This design comes from an exercise in tuning for small area, a short achievable clock period and few clock cycles per item on the open sky130 flow, not from production work.
Function was checked by simulation only, so behaviour that the tests miss may differ from the original.
Power figures rest on the tool's default switching activity, not on a simulated workload.

==> flow/design.v (excerpt) <==
module ring_unit (
    input  wire        clk,
    input  wire        rst,
    input  wire        start,
    input  wire [1:0]  op,        
    input  wire [4:0]  klog2,
    input  wire [64:0] rx,
    input  wire [64:0] ry,
    output wire        ready,
    output reg         done,
    output reg  [2:0]  err,       
    output reg  [2:0]  err_src,   
    output wire [64:0] rz
);
    localparam ERR_NONE  = 3'd0, ERR_ARG = 3'd2, ERR_RANGE = 3'd3,
               ERR_NOINV = 3'd4;
    reg        st_idle, st_chk, st_mul, st_hsum, st_fin, st_inv, st_cor;
    reg        o_add, o_sub, o_mul, o_inv;
    reg        kbad;          
    reg  [6:0] kh;            
    reg  [6:1] kt;            
    reg [64:0] ru, rv, rr, rs;
    reg        cin;           
    reg [7:0]  kreg;          
    reg [2:0]  tlq;           
    reg        nogcd;         
    reg        spec;          
    reg        uev, vev;      
    reg [3:0]  dg;            
    assign ready = st_idle;
    assign rz    = ru;
    integer i;
    function [67:0] padd(input [66:0] a, input [66:0] b, input ci);
        reg [66:0] g, p, gn, pn, x;
  ...
Size in the first run: ~6,900 cells after synthesis, ~210 I/O pins.
clock: 11.0 ns
lec_check: 0
cap_margin: 20
core_margin: 2
core_utilization: 35
setup_slack_margin: 5
slew_margin: 20
tns_end_percent: 100
run.sh (not shown) runs the stock make flow with config.mk's settings and CLKGATE_MAP_FILE= SYNTH_SCRIPT=/design/flow/synth_recipe.tcl, a recipe that flattens the netlist after the stock synthesis.
Testbench counts at the start, summed over its fixed seeds: cycles 20,506, items 1,600.
Rerun with:
==> flow/flow/run.sh (new file) <==
#!/bin/bash
# The standard layout, but letting the resizer change a cell's
# footprint when it repairs timing (the platform default allows only
# same-footprint swaps). SDC, period and all other settings unchanged.
set -euo pipefail
sed -e 's/ SETUP_SLACK_MARGIN=5 / SETUP_SLACK_MARGIN=5 MATCH_CELL_FOOTPRINT=0 /' standard.sh > standard_fp.sh
grep -q "MATCH_CELL_FOOTPRINT=0" standard_fp.sh
bash standard_fp.sh > standard.log 2>&1
==> flow/standard.sh (new file) <==
#!/bin/bash
# synth_recipe.tcl (not shown) runs the flow's synth.tcl, then flattens the netlist and writes it again
# the make line also repeats each setting of config.mk as NAME=value (left out here)
make -C /OpenROAD-flow-scripts/flow DESIGN_CONFIG=/design/flow/config.mk WORK_HOME=/design/flow/orfs CLKGATE_MAP_FILE= SYNTH_SCRIPT=/design/flow/synth_recipe.tcl "${@:-finish}"
removed: flow/run.sh
Outcome: The changed run passed the timing, design-rule and antenna checks; fmax drops by 1.3%; wire length shrinks by 0.77%; via count went down by 0.49%; critical path depth came out higher by 1; clock-buffer cell count is higher by 3; area after synthesis is unchanged; power falls by 2.5%; global-route usage fell by 0.33 points; clock power fell by about 6%.

## P
Another version of the RTL of ring_unit (not shown whole).
Size: about 6900 cells after synthesis, ~310 flip-flops, ~210 I/O pins.
Settings: LEC_CHECK=0, CAP_MARGIN=20, CORE_MARGIN=2, CORE_UTILIZATION=35, CTS_BUF_LIST=sky130_fd_sc_hd__clkbuf_4 sky130_fd_sc_hd__clkbuf_8, SETUP_SLACK_MARGIN=5, SLEW_MARGIN=20, TNS_END_PERCENT=100; clock period 11.0 ns.
standard.sh (not shown) runs the stock make flow with config.mk's settings and CLKGATE_MAP_FILE= SYNTH_SCRIPT=/design/flow/synth_recipe.tcl, a recipe that flattens the netlist after the stock synthesis.
==> flow/flow/run.sh <==
#!/bin/bash
# The standard layout, but letting the resizer change a cell's
# footprint when it repairs timing (the platform default allows only
# same-footprint swaps), and repairing setup toward a slack of 5.5 ns.
# SDC, period and all other settings unchanged.
set -euo pipefail
sed -e 's/ SETUP_SLACK_MARGIN=5 / SETUP_SLACK_MARGIN=5.5 MATCH_CELL_FOOTPRINT=0 /' standard.sh > standard_fp.sh
grep -q "MATCH_CELL_FOOTPRINT=0" standard_fp.sh
bash standard_fp.sh > standard.log 2>&1
Testbench counts of P, summed over its fixed seeds: cycles 20,506, items 1,600.
## Diff of input files: Q against P
==> flow/run.sh (new file) <==
#!/bin/bash
# synth_recipe.tcl (not shown) runs the flow's synth.tcl, then flattens the netlist and writes it again
# the make line also repeats each setting of config.mk as NAME=value (left out here)
make -C /OpenROAD-flow-scripts/flow DESIGN_CONFIG=/design/flow/config.mk WORK_HOME=/design/flow/orfs CLKGATE_MAP_FILE= SYNTH_SCRIPT=/design/flow/synth_recipe.tcl finish
removed: flow/flow/run.sh
removed: flow/standard.sh
Results
Q vs. P: relative contribution of sequential cells to total power went up by 1.5 points.
Q against P: layout buffering overhead excluding clock cells has decreased; depth of the worst hold-timing path has remained practically unchanged; total design power has decreased; via count has decreased; global-route wire length before repair has decreased.
Wire length per cell after detailed routing (higher): P
met2 demand-to-capacity share in global routing is higher on P
Input-level comparison between R and Q:
==> flow/flow/run.sh (new file) <==
#!/bin/bash
# The standard layout, but letting the resizer change a cell's
# footprint when it repairs timing (the platform default allows only
# same-footprint swaps). SDC, period and all other settings unchanged.
set -euo pipefail
sed -e 's/ SETUP_SLACK_MARGIN=5 / SETUP_SLACK_MARGIN=5 MATCH_CELL_FOOTPRINT=0 /' standard.sh > standard_fp.sh
grep -q "MATCH_CELL_FOOTPRINT=0" standard_fp.sh
bash standard_fp.sh > standard.log 2>&1
==> flow/standard.sh (new file) <==
#!/bin/bash
# synth_recipe.tcl (not shown) runs the flow's synth.tcl, then flattens the netlist and writes it again
# the make line also repeats each setting of config.mk as NAME=value (left out here)
make -C /OpenROAD-flow-scripts/flow DESIGN_CONFIG=/design/flow/config.mk WORK_HOME=/design/flow/orfs CLKGATE_MAP_FILE= SYNTH_SCRIPT=/design/flow/synth_recipe.tcl "${@:-finish}"
removed: flow/run.sh
[summary]
[compare] base=Q new=R: data required time of the worst path held steady, combinational cell fraction of total power saw little to no change, area of all sequential standard cells now sits at about the same level. Q vs R, highest-delay cell along the critical path: sky130_fd_sc_hd__a221oi_1 vs sky130_fd_sc_hd__or4_4.
The following lists how S was set up differently from R:
- TNS_END_PERCENT changed from 100 to 10
- CTS_BUF_LIST removed (was sky130_fd_sc_hd__clkbuf_4 sky130_fd_sc_hd__clkbuf_8)
==> flow/run.sh (new file) <==
#!/bin/bash
# synth_recipe.tcl (not shown) runs the flow's synth.tcl, then flattens the netlist and writes it again
# the make line also repeats each setting of config.mk as NAME=value (left out here)
make -C /OpenROAD-flow-scripts/flow DESIGN_CONFIG=/design/flow/config.mk WORK_HOME=/design/flow/orfs CLKGATE_MAP_FILE= SYNTH_SCRIPT=/design/flow/synth_recipe.tcl finish
removed: flow/flow/run.sh
removed: flow/standard.sh
Diff R -> S | clock network contribution to total cell area | increase of 0.20 points. On total chip power, S does worse than R. Comparing S against R, there is no change at all in post-synthesis net count. met2 global-route usage was lower in S than in R. Any difference in post-route worst hold slack between S and R is small enough to ignore.
[inputs] T vs S
- a change of TNS_END_PERCENT from 10 to 100
- an added CTS_BUF_LIST of sky130_fd_sc_hd__clkbuf_4 sky130_fd_sc_hd__clkbuf_8
==> flow/flow/run.sh (new file) <==
#!/bin/bash
# The standard layout, but letting the resizer change a cell's
# footprint when it repairs timing (the platform default allows only
# same-footprint swaps), and repairing setup toward a slack of 4.5 ns.
# SDC, period and all other settings unchanged.
set -euo pipefail
sed -e 's/ SETUP_SLACK_MARGIN=5 / SETUP_SLACK_MARGIN=4.5 MATCH_CELL_FOOTPRINT=0 /' standard.sh > standard_fp.sh
grep -q "MATCH_CELL_FOOTPRINT=0" standard_fp.sh
bash standard_fp.sh > standard.log 2>&1
==> flow/standard.sh (new file) <==
#!/bin/bash
# synth_recipe.tcl (not shown) runs the flow's synth.tcl, then flattens the netlist and writes it again
# the make line also repeats each setting of config.mk as NAME=value (left out here)
make -C /OpenROAD-flow-scripts/flow DESIGN_CONFIG=/design/flow/config.mk WORK_HOME=/design/flow/orfs CLKGATE_MAP_FILE= SYNTH_SCRIPT=/design/flow/synth_recipe.tcl "${@:-finish}"
removed: flow/run.sh
Findings:
Comparing T with S, the sequential cell count came out essentially unchanged.
From S to T the numbers moved as follows: number of buffer cells added on primary ports did not really move, clock period minus final worst setup slack went up.
Run comparison: T startpoint of the most critical setup path o_add; S startpoint of the most critical setup path rv[38]
As far as synthesized cell count goes, S and T are indistinguishable; the numbers are identical.
The global-route usage number comes out lower for S vs T.

==> separate check: timing with driven ports <==
No port has a modelled driver above. Below, the same layouts with a new extraction and two added sets of constraints.
Step 1 assumes that a clkbuf_16 drives the clock port and a buf_2 every other input.
Step 2 also shifts input and output timing later by t, the mid clock arrival at the registers, as if the neighbouring blocks saw the same clock.
a / b / c = no drivers / after step 1 / after step 2; a / b = the first two.
run	t (ns)	slack for setup (ns)	hold slack, ns	clock arrival spread, ns	worst register clock-pin slew, ns
the first run of note 1	0.740	4.701 / 4.701 / 4.701	0.473 / 0.473 / 0.473	0.062 / 0.062	0.08 / 0.08
the second run of note 1	0.748	4.616 / 4.616 / 4.616	0.461 / 0.461 / 0.461	0.069 / 0.070	0.07 / 0.07
P	0.871	5.097 / 5.097 / 5.097	0.466 / 0.466 / 0.466	0.060 / 0.059	0.08 / 0.08
Q	0.867	4.778 / 4.778 / 4.778	0.461 / 0.461 / 0.461	0.063 / 0.063	0.07 / 0.07
R	0.871	4.779 / 4.779 / 4.764	0.464 / 0.464 / 0.464	0.069 / 0.069	0.07 / 0.07
S	0.736	4.573 / 4.573 / 4.573	0.466 / 0.466 / 0.466	0.045 / 0.044	0.09 / 0.09
T	0.869	4.188 / 4.188 / 4.188	0.470 / 0.470 / 0.470	0.075 / 0.075	0.08 / 0.08
After both steps setup and hold are still met in every run listed. The setup slack of R, which loses most, moves by 0.000 ns with the drivers and by -0.015 ns with both steps.
